Background: an optimization exercise with open tools, aiming at small area, a short achievable clock period and few clock cycles per item. Do not read the settings as production practice.
Power and IR drop assume default switching activity.

Setup of lane 2:
==> flow/design.v <==
module grayscale_rasterizer (
    input  wire        clk,
    input  wire        rst,
    input  wire        cmd_valid,
    output wire        cmd_ready,
    input  wire [39:0] cmd_word,
    input  wire        cmd_dec_ok,
    input  wire [7:0]  cmd_w,
    input  wire [7:0]  cmd_h,
    output wire [12:0] pix_addr,
    input  wire [7:0]  pix_rdata,
    output wire        tx_valid,
    output wire [7:0]  tx_data,
    output wire        tx_last,
    input  wire        tx_ready,
    input  wire        tx_err,
    output reg         log_valid,
    output wire [31:0] log_rec
);
    localparam [3:0] S_IDLE = 4'd0,
                     S_CHK  = 4'd1,
                     S_DIV  = 4'd2,
                     S_H0   = 4'd3,
                     S_H1   = 4'd4,
                     S_H2   = 4'd5,
                     S_P    = 4'd6,
                     S_PB   = 4'd7,
                     S_DONE = 4'd8;
    localparam [1:0] C_OK = 2'd0, C_ILL = 2'd1, C_UNR = 2'd2, C_OOB = 2'd3;
    localparam [2:0] T_NONE  = 3'b000,
                     T_HDR   = 3'b001,
                     T_ZERO  = 3'b010,    
                     T_FULL  = 3'b100,    
                     T_FULLZ = 3'b110;    
    reg  [3:0]  state;
    reg  [7:0]  base_q;
    reg         fv_q, fh_q;
    reg  [7:0]  w_q, h_q;
    reg         cwa_q, cwb_q, dok_q;    
    reg  [6:0]  dq_q;
    reg  [5:0]  dr_q;
    reg  [7:0]  ra_q, rb_q;
    reg  [5:0]  ca_q, cb_q;
    reg  [3:0]  seg_q;
    reg  [7:0]  bidx_q;
    reg  [12:0] addr_q;
    reg  [2:0]  t1_q, t2_q;
    reg  [3:0]  lo_q;
    reg  [1:0]  hidx_q;
    reg  [1:0]  cnt_q;
    reg         idle_q;      
    reg         ub_q;        
    reg         tv_q, tl_q, hv_q;
    reg  [7:0]  td_q;
    reg  [8:0]  hd_q;
    reg         isst_q;      
    reg         lk24_q, lk25_q, lk26_q, ls16_q, ls17_q;
    reg  [3:0]  lidx_q;
    assign log_rec = {5'd0, lk26_q, lk25_q, lk24_q, 5'd0, ls17_q, ls17_q, ls16_q,
                      base_q, 4'd0, lidx_q};
    assign cmd_ready = idle_q;
    assign pix_addr  = addr_q;
    assign tx_valid  = tv_q;
    assign tx_data   = td_q;
    assign tx_last   = tl_q;
    wire cmd_oob = (w_q == 8'd0) || (w_q > 8'd64) || (h_q == 8'd0) || (h_q > 8'd128);
    wire [1:0] code_q = !(cwa_q & cwb_q) ? C_ILL :
                        !dok_q           ? C_UNR :
                        cmd_oob          ? C_OOB : C_OK;
    wire chunk_start = (bidx_q[5:0] == 6'd0);
    wire use_b  = ub_q;
    wire [7:0] rc = use_b ? rb_q : ra_q;
    wire [5:0] cc = use_b ? cb_q : ca_q;
    wire frz = rc[7];
    wire [6:0] cc1   = {1'b0, cc} + 7'd1;
    wire       cwrap = (cc1 == w_q[6:0]);
    wire [7:0] inc_r = (cwrap && !frz) ? rc + 8'd1 : rc;
    wire [5:0] inc_c = cwrap ? 6'd0 : cc1[5:0];
    wire [6:0] js    = {1'b0, cc} + {1'b0, dr_q};
    wire [7:0] jt    = {1'b0, js} - w_q;
    wire       jcy   = !jt[7];
    wire [5:0] jmp_c = jcy ? jt[5:0] : js[5:0];
    wire [7:0] jsum  = rc + {1'b0, dq_q} + {7'd0, jcy};
    wire [7:0] jmp_r = frz ? rc : jsum;
    wire       odd_n = w_q[0] & h_q[0];
    wire [7:0] vrow  = odd_n ? inc_r : rc;
    wire       cvld  = (vrow < h_q);
    wire [6:0] img_r = fv_q ? rc[6:0] : (h_q[6:0] + ~rc[6:0]);
    wire [5:0] img_c = fh_q ? (w_q[5:0] + ~cc) : cc;
    wire take  = tv_q & tx_ready;
    wire freet = ~tv_q | tx_ready;
    wire kill  = take & tl_q & tx_err;
    wire arr     = (t2_q != T_NONE);
    wire arr_hdr = (t2_q == T_HDR);
    wire arr_lst = t2_q[0] & (t2_q[2] | t2_q[1]);
    wire [3:0] hi_n = (t2_q[2] & ~t2_q[1]) ? pix_rdata[7:4] : 4'd0;
    wire [7:0] hdr_b = (hidx_q == 2'd0) ? 8'h23 :
                       (hidx_q == 2'd1) ? (base_q + {6'd0, seg_q[3:2]}) :
                                          {6'd0, seg_q[1:0]};
    wire [7:0] arr_b = arr_hdr ? hdr_b : {hi_n, lo_q};
    wire go = ~cnt_q[1] | take;
    wire en = go | ~isst_q;
    wire last_b = (bidx_q == 8'd255);
    wire [3:0] st_after = (seg_q == 4'd15) ? S_DONE : S_H0;
    reg  [3:0] st_n;
    reg  [2:0] tag;
    reg        iss;       
    reg        adv;       
    reg        upd_a, upd_b, jmp_b;
    always @(*) begin
        st_n  = state;
        tag   = T_NONE;
        iss   = 1'b0;
        adv   = 1'b0;
        upd_a = 1'b0;
        upd_b = 1'b0;
        jmp_b = 1'b0;
        case (state)
            S_IDLE: if (cmd_valid) st_n = S_CHK;
            S_CHK:  st_n = (code_q == C_OK) ? S_DIV : S_IDLE;
            S_DIV:  if (!jcy) st_n = S_H0;
            S_H0: begin tag = T_HDR; iss = 1'b1; st_n = S_H1; end
            S_H1: begin tag = T_HDR; iss = 1'b1; st_n = S_H2; end
            S_H2: begin tag = T_HDR; iss = 1'b1; st_n = S_P;  end
            S_P: begin
                iss   = 1'b1;
                upd_a = 1'b1;
                jmp_b = chunk_start;
                if (cvld) begin
                    st_n = S_PB;
                end else begin
                    tag = {2'b01, last_b};
                    adv = 1'b1;
                    if (last_b) st_n = st_after;
                end
            end
            S_PB: begin
                upd_b = 1'b1;
                tag   = {1'b1, ~cvld, last_b};
                adv   = 1'b1;
                st_n  = last_b ? st_after : S_P;
            end
            S_DONE: if (cnt_q == 2'd0) st_n = S_IDLE;
            default: st_n = S_IDLE;
        endcase
    end
    wire tshort = (t1_q == T_NONE) & ~tag[2];
    always @(posedge clk) begin
        cwa_q <= (cmd_word[39:32] == 8'h01) && (cmd_word[31:26] == 6'd0);
        cwb_q <= (cmd_word[25:10] == 16'd0);
        dok_q <= cmd_dec_ok;
        if (state == S_IDLE) begin
            base_q <= cmd_word[7:0];
            fv_q   <= cmd_word[8];
            fh_q   <= cmd_word[9];
            w_q    <= cmd_w;
            h_q    <= cmd_h;
        end else if (state == S_CHK && code_q == C_ILL) begin
            base_q <= 8'd0;
        end
        if (state == S_CHK) begin
            dq_q   <= 7'd1;
            dr_q   <= -w_q[5:0];
            rb_q   <= 8'd0;
            cb_q   <= 6'd0;
            seg_q  <= 4'd0;
            bidx_q <= 8'd0;
        end else if (en) begin
            if (state == S_DIV && jcy) begin
                dq_q <= jsum[6:0];
                dr_q <= jt[5:0];
            end
            if (upd_a) begin
                ra_q <= inc_r;
                ca_q <= inc_c;
            end
            if (jmp_b) begin
                rb_q <= jmp_r;
                cb_q <= jmp_c;
            end else if (upd_b) begin
                rb_q <= inc_r;
                cb_q <= inc_c;
            end
            if (adv) begin
                bidx_q <= bidx_q + 8'd1;
                if (last_b) seg_q <= seg_q + 4'd1;
            end
        end
        addr_q <= {img_r, img_c};
        lo_q   <= t1_q[2] ? pix_rdata[7:4] : 4'd0;
        if (arr) hd_q <= {arr_lst, arr_b};
        if (freet) begin
            td_q <= hv_q ? hd_q[7:0] : arr_b;
            tl_q <= hv_q ? hd_q[8]   : arr_lst;
        end
        if (en)
            ub_q <= (st_n == S_PB) ||
                    ((state == S_CHK) ? 1'b1 : adv ? (bidx_q[5:0] == 6'd63) : chunk_start);
        lk24_q <= (state == S_CHK) ? (code_q == C_ILL || code_q == C_UNR) : 1'b1;
        lk25_q <= (state == S_CHK) ? (code_q == C_OOB) : 1'b1;
        lk26_q <= (state == S_CHK) ? (code_q == C_ILL) : 1'b0;
        ls16_q <= (state == S_CHK) ? (code_q != C_ILL) : 1'b0;
        ls17_q <= (state != S_CHK);
        lidx_q <= (state == S_CHK) ? 4'd0 : seg_q - 4'd1;
        if (rst) begin
            state     <= S_IDLE;
            t1_q      <= T_NONE;
            t2_q      <= T_NONE;
            cnt_q     <= 2'd0;
            tv_q      <= 1'b0;
            hv_q      <= 1'b0;
            isst_q    <= 1'b0;
            hidx_q    <= 2'd0;
            idle_q    <= 1'b1;
            log_valid <= 1'b0;
        end else if (kill) begin
            state     <= S_IDLE;
            t1_q      <= T_NONE;
            t2_q      <= T_NONE;
            cnt_q     <= 2'd0;
            tv_q      <= 1'b0;
            hv_q      <= 1'b0;
            isst_q    <= 1'b0;
            hidx_q    <= 2'd0;
            idle_q    <= 1'b1;
            log_valid <= 1'b1;
        end else begin
            if (en) begin
                state  <= st_n;
                isst_q <= (st_n == S_H0) || (st_n == S_H1) || (st_n == S_H2) || (st_n == S_P);
                idle_q <= (st_n == S_IDLE);
            end
            t1_q      <= (en & ~tshort) ? tag : T_NONE;
            t2_q      <= (en & tshort) ? tag : t1_q;
            cnt_q     <= cnt_q + {1'b0, en & iss} - {1'b0, take};
            if (freet) tv_q <= hv_q | arr;
            hv_q      <= freet ? (hv_q & arr) : (hv_q | arr);
            if (arr_hdr) hidx_q <= (hidx_q == 2'd2) ? 2'd0 : hidx_q + 2'd1;
            log_valid <= (state == S_CHK) && (code_q != C_OK);
        end
    end
endmodule
Settings: LEC_CHECK=0, CAP_MARGIN=20, CORE_MARGIN=2, CORE_UTILIZATION=60, CTS_BUF_LIST=sky130_fd_sc_hd__clkbuf_4 sky130_fd_sc_hd__clkbuf_8, CTS_CLUSTER_DIAMETER=60, SLEW_MARGIN=20; clock period 28.0 ns.
standard.sh (not shown) runs the stock make flow with config.mk's settings and CLKGATE_MAP_FILE= SYNTH_SCRIPT=/design/flow/synth_recipe.tcl, a recipe that flattens the netlist after the stock synthesis.
==> flow/flow/run.sh <==
#!/bin/bash
set -euo pipefail
export BUFFER_PORTS_ARGS="-buffer_cell sky130_fd_sc_hd__buf_1"
bash standard.sh > standard.log 2>&1
[inputs] lane 5 vs lane 2
- CORE_UTILIZATION changed from 60 to 70
Findings:
Lane 5 reached the final stage; the timing, design-rule and antenna checks on its layout passed.
On lane 5: relative area change from synthesis to final layout is 1.2 points lower than what lane 2 gave.
The run showing the greater logic depth of the worst path, buffers included is lane 5.
The clock slew seen by the registers of the worst setup and hold paths of lane 5 and that of lane 2 are within noise of each other.
Total power of lane 5 falls short of that of lane 2 by a few percent.
Function was not checked in any run of this note: the RTL went through the layout flow alone.

==> static timing again, ports no longer ideal <==
No port has a modelled driver above. Below, the same layouts with a new extraction and two added sets of constraints.
Step 1 (the two cells are an assumption about what drives the block):
set clk [get_ports {clk}]
set_driving_cell -lib_cell sky130_fd_sc_hd__clkbuf_16 $clk
set_driving_cell -lib_cell sky130_fd_sc_hd__buf_2 [delete_from_list [all_inputs] $clk]
Step 2, shift: input delay + t, output delay - t, t = (earliest + latest rising clock arrival at the registers) / 2. This alone moves slack from input paths to output paths.
a / b / c = no drivers / after step 1 / after step 2; a / b = the first two.
run | shift t [ns] | setup WS [ns] | worst hold slack (ns) | clock arrival spread, ns | worst data-port slew with drivers (ns)
lane 2 | 0.494 | 20.829 / 20.845 / 20.351 | 0.460 / 0.460 / 0.460 | 0.017 / 0.018 | 0.05
lane 5 | 0.497 | 20.918 / 20.931 / 20.434 | 0.481 / 0.481 / 0.481 | 0.009 / 0.009 | 0.05
After both steps setup and hold are still met in every run listed. For lane 5, which loses most, drivers alone change the setup slack by +0.013 ns; drivers and shift together by -0.484 ns.
